This is an optimization exercise on Yosys and OpenROAD, whose aim is small area, not a production implementation.
No functional check of the RTL was part of this run.
Power and IR drop assume default switching activity.

**flow/flow/run.sh**
```bash
#!/bin/bash
# Standard ORFS layout with smaller port buffers, ABC's buffers removed before
# placement, and no CTS dummy loads. Each tool's output goes to the ORFS logs
# under orfs/logs; make's own output goes to flow_make.log here.
set -euo pipefail
bash standard.sh \
  REMOVE_ABC_BUFFERS=1 \
  "BUFFER_PORTS_ARGS=-buffer_cell sky130_fd_sc_hd__buf_1" \
  "CTS_ARGS=-sink_clustering_enable -repair_clock_nets -dont_use_dummy_load -buf_list {sky130_fd_sc_hd__clkbuf_4 sky130_fd_sc_hd__clkbuf_8}" \
  finish > flow_make.log 2>&1
```
**flow/standard.sh**
```bash
#!/bin/bash
# synth_recipe.tcl (not shown) runs the flow's synth.tcl, then flattens the netlist and writes it again
# the make line also repeats each setting of config.mk as NAME=value (left out here)
make -C /OpenROAD-flow-scripts/flow DESIGN_CONFIG=/design/flow/config.mk WORK_HOME=/design/flow/orfs CLKGATE_MAP_FILE= SYNTH_SCRIPT=/design/flow/synth_recipe.tcl "${@:-finish}"
```
**flow/config.mk**
```make
export PLATFORM = sky130hd
export DESIGN_NAME = htm_core
export DESIGN_NICKNAME = htm_core
export VERILOG_FILES = /design/flow/design.v
export SDC_FILE = /design/flow/constraint.sdc
export NUM_CORES = 4
export LEC_CHECK = 0
export CAP_MARGIN = 20
export CORE_MARGIN = 2
export CORE_UTILIZATION = 50
export CTS_BUF_LIST = sky130_fd_sc_hd__clkbuf_4 sky130_fd_sc_hd__clkbuf_8
export GPL_TIMING_DRIVEN = 0
export PLACE_DENSITY = 0.65
export SLEW_MARGIN = 20
export SYNTH_HIERARCHICAL = 1
export SYNTH_MINIMUM_KEEP_SIZE = 0
```
**flow/constraint.sdc**
```tcl
create_clock -name core_clock -period 14.0 [get_ports {clk}]
set_input_delay 2.8000 -clock core_clock [delete_from_list [all_inputs] [get_ports {clk}]]
set_output_delay 2.8000 -clock core_clock [all_outputs]
set_load 0.01 [all_outputs]
```
**flow/design.v**
```verilog
module htm_core (
    input  wire        clk,
    input  wire        rst,
    input  wire        cfg_dialect,
    input  wire        cfg_xor_reg,
    input  wire [16:0] prog_len,
    input  wire        cmd_valid,
    output wire        cmd_ready,
    input  wire [15:0] cmd_count,
    input  wire        cmd_inject,
    input  wire [39:0] cmd_instr,
    output wire [15:0] imem_addr,
    input  wire [39:0] imem_rdata,
    output wire [7:0]  gin_addr,
    input  wire [15:0] gin_rdata,
    output wire        gout_we,
    output wire [7:0]  gout_addr,
    output wire [15:0] gout_data,
    input  wire [5:0]  dbg_addr,
    output wire [15:0] dbg_data,
    output wire [5:0]  slen,
    output wire        runnable,
    output wire        faulted,
    output wire [2:0]  fault_code
);
    localparam [4:0] OP_CONST = 5'h01, OP_PUSH  = 5'h02, OP_POP    = 5'h03,
                     OP_LOAD  = 5'h04, OP_STORE = 5'h05, OP_COPY   = 5'h06,
                     OP_JUMPIF= 5'h07, OP_NOT   = 5'h08, OP_ADD    = 5'h09,
                     OP_MULT  = 5'h0A, OP_AND   = 5'h0B, OP_OR     = 5'h0C,
                     OP_XOR   = 5'h0D, OP_LSHIFT= 5'h0E, OP_RSHIFT = 5'h0F,
                     OP_EQUALS= 5'h10, OP_LESS  = 5'h11, OP_INPUT  = 5'h12,
                     OP_OUTPUT= 5'h13;
    localparam [2:0] F_HALTED = 3'd1, F_UNREC = 3'd2, F_REG = 3'd3,
                     F_UNDER = 3'd4, F_GRID = 3'd5, F_OVER = 3'd6;
    localparam [5:0] S_IDLE  = 6'd0,  S_LDREM = 6'd1,  S_FETCH = 6'd2,
                     S_LATCH = 6'd3,  S_DEC   = 6'd4,  S_INC   = 6'd5,
                     S_DONE  = 6'd6,  S_LDT   = 6'd7,  S_WRA   = 6'd8,
                     S_WRLEN = 6'd9,  S_ADR   = 6'd10, S_LD2   = 6'd11,
                     S_ST2   = 6'd12, S_WRC   = 6'd13, S_JZ    = 6'd14,
                     S_JLD   = 6'd15, S_WRPC  = 6'd16, S_B1    = 6'd17,
                     S_B2    = 6'd18, S_FLAG  = 6'd19, S_SH    = 6'd20,
                     S_MA    = 6'd21, S_MB    = 6'd22, S_WB    = 6'd23,
                     S_NOT   = 6'd24, S_G1    = 6'd25, S_GSH   = 6'd26,
                     S_G2    = 6'd27, S_G3    = 6'd28, S_IN1   = 6'd29,
                     S_IN2   = 6'd30, S_OUT   = 6'd31, S_CHK   = 6'd32,
                     S_CHKA  = 6'd33, S_RB1   = 6'd34, S_RB2   = 6'd35;
    localparam [3:0] A_DBG = 4'd0, A_X0 = 4'd1, A_XA = 4'd2, A_XB = 4'd3,
                     A_X1 = 4'd4, A_X2 = 4'd5, A_TOP = 4'd6, A_LEN = 4'd7,
                     A_C = 4'd8, A_REM = 4'd9;
    reg [5:0]  st;
    reg        rd;          
    reg [4:0]  ir_op;       
    reg [2:0]  ir_a, ir_b;
    reg        ir_bad;      
    reg        inj;
    reg [15:0] t;
    reg [4:0]  cnt;
    reg        flag;
    reg [5:0]  len;
    reg [2:0]  fcode;
    reg        runf;
    reg [3:0]  asel;
    reg        we, te;
    reg        xt, xl, xr;    
    reg        yr;            
    reg [1:0]  es;            
    reg        yinv, cin;
    reg  [6:0]  raddr;        
    wire [4:0]  len_m1;
    always @* begin
        case (asel)
            A_DBG: raddr = {1'b0, dbg_addr};
            A_X0:  raddr = 7'd0;
            A_XA:  raddr = {4'd0, ir_a};
            A_XB:  raddr = {4'd0, ir_b};
            A_X1:  raddr = 7'd1;
            A_X2:  raddr = 7'd2;
            A_TOP: raddr = {2'b01, len_m1};
            A_LEN: raddr = {2'b01, len[4:0]};
            A_C:   raddr = {2'b01, cnt};
            default: raddr = 7'b1000000;
        endcase
    end
    wire [15:0] wd;                  
    wire [15:0] r;                   
    localparam NW = 41;
    wire [NW-1:0] sel;
    wire [15:0] q [0:NW-1];
    genvar g, b;
    generate
        for (g = 0; g < NW; g = g + 1) begin : word
            if (g < 8)
                assign sel[g] = raddr[6:5] == 2'b00 && raddr[2:0] == g;
            else if (g < 40)
                assign sel[g] = raddr[6:5] == 2'b01 && raddr[4:0] == g - 8;
            else
                assign sel[g] = raddr[6];
            wire s = we && !rst && sel[g];
            wire k = !(s || rst);
            reg  [15:0] m;
            wire [15:0] nx;
            for (b = 0; b < 16; b = b + 1) begin : wbit
                htm_hold u (.q(m[b]), .k(k), .d(wd[b]), .s(s), .y(nx[b]));
            end
            always @(posedge clk) m <= nx;
            assign q[g] = m;
        end
        for (b = 0; b < 16; b = b + 1) begin : rbit
            wire [13:0] n;
            for (g = 0; g < 13; g = g + 1) begin : grp
                htm_ao3 u (.a(q[3*g][b]), .sa(sel[3*g]), .b(q[3*g+1][b]), .sb(sel[3*g+1]),
                           .c(q[3*g+2][b]), .sc(sel[3*g+2]), .y(n[g]));
            end
            htm_ao2 u (.a(q[39][b]), .sa(sel[39]), .b(q[40][b]), .sb(sel[40]), .y(n[13]));
            assign r[b] = !(&n);
        end
    endgenerate
    wire [15:0] xv = (t & {16{xt}}) | ({t[14:0], 1'b0} & {16{xl}}) | ({1'b0, t[15:1]} & {16{xr}});
    wire [15:0] ev = (es == 2'd1) ? (cmd_inject ? cmd_instr[15:0] : cmd_count) :
                     (es == 2'd2) ? imem_rdata[15:0] :
                     (es == 2'd3) ? gin_rdata : 16'd0;
    wire [15:0] yv = ((r & {16{yr}}) | ev) ^ {16{yinv}};
    wire [16:0] cc;
    assign cc[0] = cin;
    generate
        for (b = 0; b < 16; b = b + 1) begin : add
            htm_fa u (.a(xv[b]), .b(yv[b]), .c(cc[b]), .s(wd[b]), .co(cc[b+1]));
        end
    endgenerate
    wire cout  = cc[16];
    wire r_hi  = r[15:4] != 12'd0;        
    wire r_z   = !r_hi && r[3:0] == 4'd0;
    wire r_ones = &r;
    wire t_z   = t == 16'd0;
    function [5:0] incdec6(input [5:0] v, input dec);
        integer j; reg c;
        begin
            c = 1'b1;
            for (j = 0; j < 6; j = j + 1) begin
                incdec6[j] = v[j] ^ c;
                c = c & (v[j] ^ dec);
            end
        end
    endfunction
    function [4:0] dec5(input [4:0] v);
        integer j; reg c;
        begin
            c = 1'b1;
            for (j = 0; j < 5; j = j + 1) begin
                dec5[j] = v[j] ^ c;
                c = c & !v[j];
            end
        end
    endfunction
    function lt17(input [16:0] x, input [16:0] y);    
        integer j; reg l;
        begin
            l = 1'b0;
            for (j = 0; j < 17; j = j + 1)
                l = (!x[j] && y[j]) || (!(x[j] ^ y[j]) && l);
            lt17 = l;
        end
    endfunction
    wire [39:0] iw = (st == S_IDLE) ? cmd_instr : imem_rdata;
    wire [7:0]  iop = iw[39:32];
    wire        a_hi = iw[31:19] != 13'd0;
    wire        b_hi = iw[15:3] != 13'd0;
    reg         i_legal, i_ua, i_ub;
    always @* begin
        i_legal = 1'b1; i_ua = 1'b0; i_ub = 1'b0;
        case (iop)
            8'h01: i_ua = rd;
            8'h02, 8'h03: i_ua = 1'b1;
            8'h04, 8'h05, 8'h06: begin i_ua = 1'b1; i_ub = 1'b1; end
            8'h07: begin i_ua = 1'b1; i_ub = rd; end
            8'h08: i_ua = rd;
            8'h09, 8'h0A, 8'h0B, 8'h0C, 8'h0E, 8'h0F, 8'h10, 8'h11, 8'h12, 8'h13:
                begin i_ua = rd; i_ub = rd; end
            8'h0D: begin i_legal = !rd || cfg_xor_reg; i_ua = rd; i_ub = rd; end
            default: i_legal = 1'b0;
        endcase
    end
    wire [4:0] i_op  = i_legal ? iop[4:0] : 5'd0;
    wire       i_bad = (i_ua && a_hi) || (i_ub && b_hi);
    wire len0    = len == 6'd0;
    wire len_lt2 = len[5:1] == 5'd0;
    wire len_ful = len[5];
    reg        sf;
    reg [2:0]  sf_code;
    always @* begin
        sf = 1'b1; sf_code = F_UNDER;
        if (ir_op == 5'd0)       sf_code = F_UNREC;
        else if (ir_bad)         sf_code = F_REG;
        else begin
            sf = 1'b0;
            case (ir_op)
                OP_CONST: if (!rd && len_ful) begin sf = 1'b1; sf_code = F_OVER; end
                OP_PUSH:  if (len_ful) begin sf = 1'b1; sf_code = F_OVER; end
                OP_POP:   sf = len0;
                OP_JUMPIF, OP_NOT: sf = !rd && len0;
                OP_LOAD, OP_STORE, OP_COPY: ;
                default:  sf = !rd && len_lt2;
            endcase
        end
    end
    assign len_m1 = dec5(len[4:0]);
    wire ld_ok = !flag && t[15:5] == 11'd0 && lt17({12'd0, t[4:0]}, {11'd0, len});
    assign cmd_ready  = (st == S_IDLE);
    assign imem_addr  = r;
    assign dbg_data   = r;
    assign slen       = len;
    assign runnable   = runf;
    assign faulted    = fcode != 3'd0;
    assign fault_code = fcode;
    assign gin_addr   = t[7:0];
    assign gout_addr  = t[7:0];
    assign gout_data  = r;
    assign gout_we    = (st == S_OUT);
    wire mbit = r[cnt[3:0]];
    wire [3:0]  A_LA  = rd ? A_XA : A_TOP;    
    wire [3:0]  A_RA1 = rd ? A_XB : A_TOP;    
    wire [3:0]  A_RA2 = rd ? A_XB : A_LEN;    
    reg [5:0] nst;
    reg       set_flt;
    reg [2:0] set_code;
    reg [1:0] len_op;       
    reg       cnt_ld, cnt_dec, cnt_15, cnt_4;
    reg       flag_ld;
    reg       flag_v;
    always @* begin
        nst = st; asel = A_X0; we = 1'b0; te = 1'b0;
        xt = 1'b0; xl = 1'b0; xr = 1'b0; yr = 1'b1; es = 2'd0;
        yinv = 1'b0; cin = 1'b0;
        set_flt = 1'b0; set_code = F_UNDER; len_op = 2'd0;
        cnt_ld = 1'b0; cnt_dec = 1'b0; cnt_15 = 1'b0; cnt_4 = 1'b0;
        flag_ld = 1'b0; flag_v = 1'b0;
        case (st)
            S_RB1: begin
                asel = A_X0; yinv = 1'b1; cin = 1'b1; we = 1'b1; nst = S_RB2;
                if (ir_op[4] && !rd) len_op = 2'd1;
            end
            S_RB2: begin
                asel = A_X0; yinv = 1'b1; we = 1'b1; nst = S_IDLE;
            end
            S_IDLE: begin
                asel = A_DBG; yr = 1'b0; es = 2'd1; te = 1'b1;
                yinv = !cmd_inject; cin = !cmd_inject;
            end
            S_LDREM: begin
                asel = A_REM; xt = 1'b1; yr = 1'b0; we = 1'b1; nst = S_FETCH;
            end
            S_FETCH: begin
                asel = A_X0; nst = S_LATCH;
            end
            S_LATCH: begin
                asel = A_X0; yr = 1'b0; es = 2'd2; te = 1'b1; nst = S_DEC;
            end
            S_DEC: begin
                if (sf) begin
                    set_flt = 1'b1; set_code = sf_code; nst = S_IDLE;
                end else if (ir_op == OP_CONST) begin
                    asel = rd ? A_XA : A_LEN; xt = 1'b1; yr = 1'b0; we = 1'b1;
                    if (!rd) len_op = 2'd1;
                    nst = (rd && ir_a == 3'd0) ? S_CHK : S_INC;
                end else
                    nst = S_INC;
            end
            S_INC: begin
                asel = A_X0; cin = 1'b1; we = 1'b1;
                case (ir_op)
                    OP_CONST: nst = S_CHK;
                    OP_JUMPIF: nst = S_JZ;
                    OP_NOT: nst = S_NOT;
                    OP_PUSH, OP_POP, OP_COPY, OP_LOAD, OP_STORE: nst = S_LDT;
                    OP_INPUT, OP_OUTPUT: nst = S_G1;
                    default: nst = S_B1;
                endcase
            end
            S_LDT: begin
                te = 1'b1;
                case (ir_op)
                    OP_PUSH: begin asel = A_XA; nst = S_WRLEN; end
                    OP_POP:  begin asel = A_TOP; len_op = 2'd2; nst = S_WRA; end
                    OP_COPY: begin asel = A_XB; nst = S_WRA; end
                    default: begin asel = A_XB; nst = S_ADR; end
                endcase
            end
            S_WRA: begin
                asel = A_XA; xt = 1'b1; yr = 1'b0; we = 1'b1; nst = S_CHK;
            end
            S_WRLEN: begin
                asel = A_LEN; xt = 1'b1; yr = 1'b0; we = 1'b1; len_op = 2'd1;
                nst = S_CHK;
            end
            S_ADR: begin
                asel = A_X1; xt = 1'b1; te = 1'b1; cnt_ld = 1'b1;
                flag_ld = 1'b1; flag_v = cout; nst = S_CHKA;
            end
            S_CHKA: begin
                if (!ld_ok) begin
                    set_flt = 1'b1; nst = S_RB1;
                end else
                    nst = (ir_op == OP_LOAD) ? S_LD2 : S_ST2;
            end
            S_LD2: begin
                asel = A_C; te = 1'b1; nst = S_WRA;
            end
            S_ST2: begin
                asel = A_XA; te = 1'b1; nst = S_WRC;
            end
            S_WRC: begin
                asel = A_C; xt = 1'b1; yr = 1'b0; we = 1'b1; nst = S_CHK;
            end
            S_JZ: begin
                asel = A_RA1; flag_ld = 1'b1; flag_v = r_z;
                if (!rd) len_op = 2'd2;
                nst = S_JLD;
            end
            S_JLD: begin
                asel = A_XA; te = 1'b1;
                nst = flag ? S_WRPC : S_CHK;
            end
            S_WRPC: begin
                asel = A_X0; xt = 1'b1; yr = 1'b0; we = 1'b1; nst = S_CHK;
            end
            S_NOT: begin
                asel = rd ? A_XA : A_TOP; yinv = 1'b1; we = 1'b1; nst = S_CHK;
            end
            S_B1: begin
                asel = A_RA1;
                if (!rd) len_op = 2'd2;
                case (ir_op)
                    OP_ADD, OP_EQUALS, OP_LESS: begin te = 1'b1; nst = S_B2; end
                    OP_LSHIFT, OP_RSHIFT: begin cnt_ld = 1'b1; flag_ld = 1'b1; flag_v = r_hi; nst = S_B2; end
                    default: begin yr = 1'b0; te = 1'b1; cnt_15 = 1'b1; nst = S_MA; end
                endcase
            end
            S_B2: begin
                asel = A_LA; xt = 1'b1;
                case (ir_op)
                    OP_ADD: begin te = 1'b1; nst = S_WB; end
                    OP_EQUALS: begin
                        yinv = 1'b1; cin = 1'b1; te = 1'b1; nst = S_FLAG; end
                    OP_LESS: begin
                        yinv = 1'b1; flag_ld = 1'b1; flag_v = cout; nst = S_FLAG; end
                    default: begin xt = 1'b0; te = 1'b1; nst = S_SH; end
                endcase
            end
            S_FLAG: begin
                yr = 1'b0; cin = (ir_op == OP_EQUALS) ? t_z : flag; te = 1'b1; nst = S_WB;
            end
            S_SH: begin
                te = 1'b1; yr = 1'b0;
                if (flag) begin
                    nst = S_WB;
                end else if (cnt[3:0] == 4'd0) begin
                    xt = 1'b1; nst = S_WB;
                end else begin
                    xl = (ir_op == OP_LSHIFT); xr = (ir_op != OP_LSHIFT); cnt_dec = 1'b1;
                end
            end
            S_MA: begin
                asel = A_RA2; flag_ld = 1'b1; flag_v = mbit; nst = S_MB;
            end
            S_MB: begin
                asel = A_LA; xl = 1'b1; te = 1'b1; cnt_dec = 1'b1;
                if (ir_op == OP_MULT) yr = flag;
                else begin
                    yr = 1'b0;
                    cin = (ir_op == OP_AND) ? (mbit & flag) :
                          (ir_op == OP_OR)  ? (mbit | flag) : (mbit ^ flag);
                end
                nst = (cnt[3:0] == 4'd0) ? S_WB : S_MA;
            end
            S_WB: begin
                asel = A_LA; xt = 1'b1; yr = 1'b0; we = 1'b1; nst = S_CHK;
            end
            S_G1: begin
                asel = A_RA1; te = 1'b1; flag_ld = 1'b1; flag_v = r_hi; cnt_4 = 1'b1;
                if (!rd) len_op = 2'd2;
                nst = S_GSH;
            end
            S_GSH: begin
                xl = 1'b1; yr = 1'b0; te = 1'b1; cnt_dec = 1'b1;
                if (cnt[1:0] == 2'd1) nst = S_G2;
            end
            S_G2: begin
                asel = A_LA;
                if (flag || r_hi) begin
                    set_flt = 1'b1; set_code = F_GRID; nst = S_RB1;
                end else
                    nst = S_G3;
            end
            S_G3: begin
                asel = A_LA; xt = 1'b1; te = 1'b1;
                if (!rd) len_op = 2'd2;
                nst = (ir_op == OP_INPUT) ? S_IN1 : S_OUT;
            end
            S_IN1: begin
                nst = S_IN2;
            end
            S_IN2: begin
                asel = A_X2; yr = 1'b0; es = 2'd3; we = 1'b1; nst = S_CHK;
            end
            S_OUT: begin
                asel = A_X2; nst = S_CHK;
            end
            S_CHK: begin
                asel = A_X0; nst = S_DONE;
            end
            S_DONE: begin
                asel = A_REM; cin = 1'b1; we = !inj;
                nst = (inj || r_ones || !runf) ? S_IDLE : S_FETCH;
            end
            default: nst = S_IDLE;
        endcase
    end
    always @(posedge clk) begin
        if (rst) begin
            st <= S_IDLE;
            len <= 6'd0;
            fcode <= 3'd0;
            runf <= prog_len != 17'd0;
        end else begin
            st <= nst;
            if (st == S_CHK) runf <= lt17({1'b0, r}, prog_len);
            if (set_flt) fcode <= set_code;
            if (len_op != 2'd0) len <= incdec6(len, len_op[1]);
            if (st == S_IDLE && cmd_valid && !faulted) begin
                inj <= cmd_inject;
                if (cmd_inject)
                    st <= S_DEC;
                else if (cmd_count != 16'd0) begin
                    if (!runf) begin
                        fcode <= F_HALTED;
                    end else
                        st <= S_LDREM;
                end
            end
        end
        if ((st == S_IDLE) || (st == S_LATCH)) begin
            ir_op <= i_op; ir_a <= iw[18:16]; ir_b <= iw[2:0]; ir_bad <= i_bad;
        end
        if (te) t <= wd;
        if (cnt_ld) cnt <= wd[4:0];
        else if (cnt_15) cnt <= 5'd15;
        else if (cnt_4) cnt <= 5'd4;
        else if (cnt_dec) cnt <= dec5(cnt);
        if (flag_ld) flag <= flag_v;
        rd <= cfg_dialect;
    end
endmodule
module htm_hold (input wire q, input wire k, input wire d, input wire s, output wire y);
    assign y = (q & k) | (d & s);
endmodule
module htm_ao3 (input wire a, input wire sa, input wire b, input wire sb,
                input wire c, input wire sc, output wire y);
    assign y = !((a & sa) | (b & sb) | (c & sc));
endmodule
module htm_ao2 (input wire a, input wire sa, input wire b, input wire sb, output wire y);
    assign y = !((a & sa) | (b & sb));
endmodule
module htm_fa (input wire a, input wire b, input wire c, output wire s, output wire co);
    assign s  = a ^ b ^ c;
    assign co = (a & b) | (c & (a ^ b));
endmodule
```
==> summary.md <==
| Metric | Value |
|---|---|
| # diodes | `0` |
| Gr usage total | `0.368` |
| Slew HR | `0.175` |
| Post-synthesis sequential area ratio | `0.487` |
| Vias in the first global route | `around 27000` |
| Type of origin of the critical path | `primary input` |
| Status | `complete, but fails checks` |
| Main flop type after synthesis | `dfxtp_1` |
| IO buf count | `roughly 220` |
| CTS Hold Buffers Added | `0` |
| CTS tree | `yes` |
| Max Cap Viol | `0` |
| Critical path's slowest cell | `nand4_1` |
| DR vias/cell | `7.28` |
| Drt pass-1 iters | `11` |
| Distinct cells, synth | `81` |
| Fail Reasons | `negative setup slack` |
| CP Capture Type | `register` |
| WHS | `477 ps` |
| Clk slew on worst S/H paths | `70 ps` |
| Mapped Area | `about 30000 um2` |
| Reg power frac | `0.290` |
| Grt ovf | `0` |
| Pleak | `around 14 nW` |
| Die Y | `about 250 um` |
| R2R setup slack | `roughly 30 ps` |
| Worst-case clock buffer depth | `3` |
| Max Slew Vio Count | `0` |
| Share of cells above drive strength 1 | `0.192` |
| Layout Cells excl Fill | `slightly below 4000` |
| Clock skew | `approximately 96 ps` |
| Remaining DRCs | `0` |
| Hold_sp | `fcode[2]$_SDFF_PP0_` |
| Syn-to-layout area delta | `21.9%` |
| Avg Inst Size Synth | `11.0 um2` |
| Worst slew pin tran | `roughly 1200 ps` |
| Main area contributors after synthesis | `dfxtp_1 (45%), a22o_1 (19%), a222oi_1 (7.4%), edfxtp_1 (3.6%), buf_4 (1.5%)` |
| WHS Path Cells | `2` |
| Peak Freq | `approximately 0.071 GHz` |
| Ports | `218` |
| Routed Antenna Nets | `0` |
| Global-route wire length before repair | `around 180 mm` |
| Core area | `59200 um2` |
| Reg2Reg Capture Point | `word[16].m[15]$_DFF_P_` |
| Largest net degree at the start of global routing | `44` |
| Final WS setup | `-35.6 ps` |
| Routed via count | `just under 30000` |
| Final nets | `roughly 3400` |
| Switching Power | `0.00398 W` |
| Fin. Hold Viols | `0` |
| Synthesized flop and latch total | `roughly 700` |
| CP Data Required Time | `roughly 15000 ps` |
| Die area | `roughly 62000 um2` |
| Crit path top cell by count | `fa_4` |
| Ys Warns | `7` |
| Post-DP HPWL | `between 70 and 80 mm` |
| Chip Width | `between 200 and 250 um` |
| Worst VDD drop | `around 340 uV` |
| Final setup violation count | `21` |
| Clock latency on the worst-skew pair | `approximately 730 ps` |
| Gp weighted congestion | `just under 1` |
| H-tree depth | `3` |
| Hold EP | `fcode[2]$_SDFF_PP0_` |
| P_int | `a little over 0.004 W` |
| Placed insts | `3666` |
| Switching Fraction | `0.496` |
| Post-Route Setup TNS | `-283 ps` |
| Final WL | `about 120 mm` |
| Antenna violations before repair | `0` |
| Mapped Cells | `~2700` |
| Async set-reset flop share out of synthesis | `0` |
| EDFF count, synth | `36` |
| Initial cell density of the core | `0.507` |
| Tmin final | `14040 ps` |
| CTS Sinks | `713` |
| Fin crit share | `1.00` |
| Combinational Power Share | `0.528` |
| Worst R2R Start | `st[0]$_SDFF_PP0_` |
| Synth area leader | `dfxtp_1` |
| Critical path class | `in2reg` |
| Total CTS buffers | `between 100 and 150` |
| Critical Path Max Stage Delay | `570 ps` |
| Worst Reg-to-Reg Cells | `42` |
| # rows | `about 90` |
| Wire length per cell | `30.6 um` |
| CTS Root Buffer Type | `clkbuf_8` |
| CP max FO | `7` |
| DR iter-0 viols | `4448` |
| Arr. time, crit path | `approximately 15000 ps` |
| Pwr dens | `between 200 and 250 nW/um2` |
| Clk pwr share | `0.181` |
| Synth top area share | `0.451` |
| Min-Delay Path Class | `reg2reg` |
==> per-module statistics from Yosys (local to each module, per instance) <==
module,flops+latches,cells inside,copies in the design,cell area [um2]
htm_core,713,1835,1,21700
htm_fa,0,1,16,20.0
htm_ao2,0,1,16,12.5
htm_ao3,0,1,208,10.0
htm_hold,0,1,656,8.76
==> repair_timing <==
action / 4_1_cts / 5_1_grt
buffers inserted: 95 / 90
pin swaps: 54 / 38
resized for setup: 114 / 42
cloned: 4 / 2
endpoints found under the setup margin: 381 / 127
==> metal layers <==
| layer | vias to the layer above | track usage | share of wire |
|---|---|---|---|
| met5 | - | 0 | 0 |
| met1 | 14300 | 0.484 | 0.40 |
| met3 | 344 | 0.0894 | 0.11 |
| li1 | 12300 | - | - |
| met2 | 1996 | 0.557 | 0.44 |
| met4 | 0 | 0.199 | 0.058 |
==> layout by cell type, fill, tap and decap left out, drive strengths merged, types with 61 or more instances in the layout <==
cell    instances
a222oi        223
clkbuf        116
nand2          98
inv            61
nand4          63
nor3           87
buf           474
a22o          661
nor2          119
dfxtp         677
==> cells in the mapped netlist (all sizes together), types with 11 or more instances <==
library cell,instances
nor2b,16
nand3,35
nor2,118
xnor2,27
a222oi,223
fa,16
nor4,47
mux2i,25
a31oi,29
a22o,661
inv,63
ha,28
a22oi,20
nor3,87
nand2,98
o31a,15
buf,93
nand2b,17
or3,11
a21oi,52
dfxtp,677
a221oi,20
a21o,11
a211oi,14
edfxtp,36
clkbuf,37
nand4,63
o21ai,52
==> critical path: cells and delay by family <==
kind	cells	cell delay, ps
fa+ha+maj	17	7130
buf+inv	7	1090
simple gates	5	1360
compound gates	8	1670
mux	2	570
==> flip-flops by register name (all words and copies together), names as in the netlist, named ones only <==
| signal | count |
|---|---|
| ir_op | 5 |
| cnt | 5 |
| fcode | 3 |
| ir_a | 3 |
| flag | 1 |
| t | 16 |
| ir_bad | 1 |
| word.m | 656 |
| runf | 1 |
| ir_b | 3 |
| st | 6 |
| len | 6 |
| rd | 1 |
| inj | 1 |
==> power groups by stage <==
stage | logic, W | registers [W] | clock network [W]
after floorplan | 0.00160 | 0.00234 | 0
after global placement | 0.00296 | 0.00237 | 0
after detailed placement | 0.00345 | 0.00238 | 0
after CTS | 0.00382 | 0.00233 | 0.00146
after global routing | 0.00430 | 0.00234 | 0.00155
final | 0.00424 | 0.00233 | 0.00146
==> logic make-up after synthesis <==
group                    share of synthesized area
flip-flops                                   0.487
multiplexers                                0.0151
AND/OR/NAND/NOR                             0.0975
XOR/XNOR                                   0.00817
AO/OA/AOI/OAI                                0.335
buffers and inverters                       0.0343
adder cells (fa/ha/maj)                     0.0223
==> how the worst max path moves through the flow <==
stage	slack [ps]	cells past startpoint	from	end
global placement	-5190	33	st[4]$_SDFF_PP0_	t[15]$_DFFE_PP_
global route	-10	39	dbg_addr[1]	word[22].m[15]$_DFF_P_
finish	-40	39	dbg_addr[1]	word[16].m[15]$_DFF_P_
floorplan	-240	30	dbg_addr[2]	t[15]$_DFFE_PP_
CTS	5	37	dbg_addr[1]	word[15].m[15]$_DFF_P_
detailed placement	-3140	35	st[4]$_SDFF_PP0_	word[26].m[15]$_DFF_P_
==> metrics by stage <==
stage / power [W] / setup WS, ps / util / area, um2
final: 0.00803 / -35.6 / 0.618 / 36600
after global routing: 0.00819 / -10.7 / 0.618 / 36600
after CTS: 0.00762 / 4.91 / 0.600 / 35600
after detailed placement: 0.00583 / -3140 / 0.548 / 32400
after global placement: 0.00533 / -5190 / 0.524 / 31000
after floorplan: 0.00394 / -240 / - / 29200
==> area by class of cell <==
cell class / count / area [um2]
Sequential cell: 713 / 14700
Fill cell: 4800 / 22700
Multi-Input combinational cell: 1827 / 15700
Inverter: 64 / 249
Clock buffer: 113 / 1560
Timing Repair inverter: 1 / 5.00
Timing Repair Buffer: 477 / 3460
Tap cell: 773 / 967

-- static timing again, ports no longer ideal --
The results above use ideal ports. As a check the final layout listed here was re-extracted and re-timed, cells and wires unchanged. Step 1, drivers: a clkbuf_16 drives clk and a buf_2 each remaining input, both assumed. Step 2 also shifts input and output timing later by t, the mid clock arrival at the registers, as if the neighbouring blocks saw the same clock. Slacks: ideal ports / drivers / drivers and shift; pairs: ideal ports / drivers.
t, ns: 0.747
setup slack, ns: -0.036 / 0.004 / -0.743
worst hold slack (ns): 0.477 / 0.477 / 0.477
worst setup path at the end: input to register
For this run, drivers alone change the setup slack by +0.040 ns; drivers and shift together by -0.707 ns.
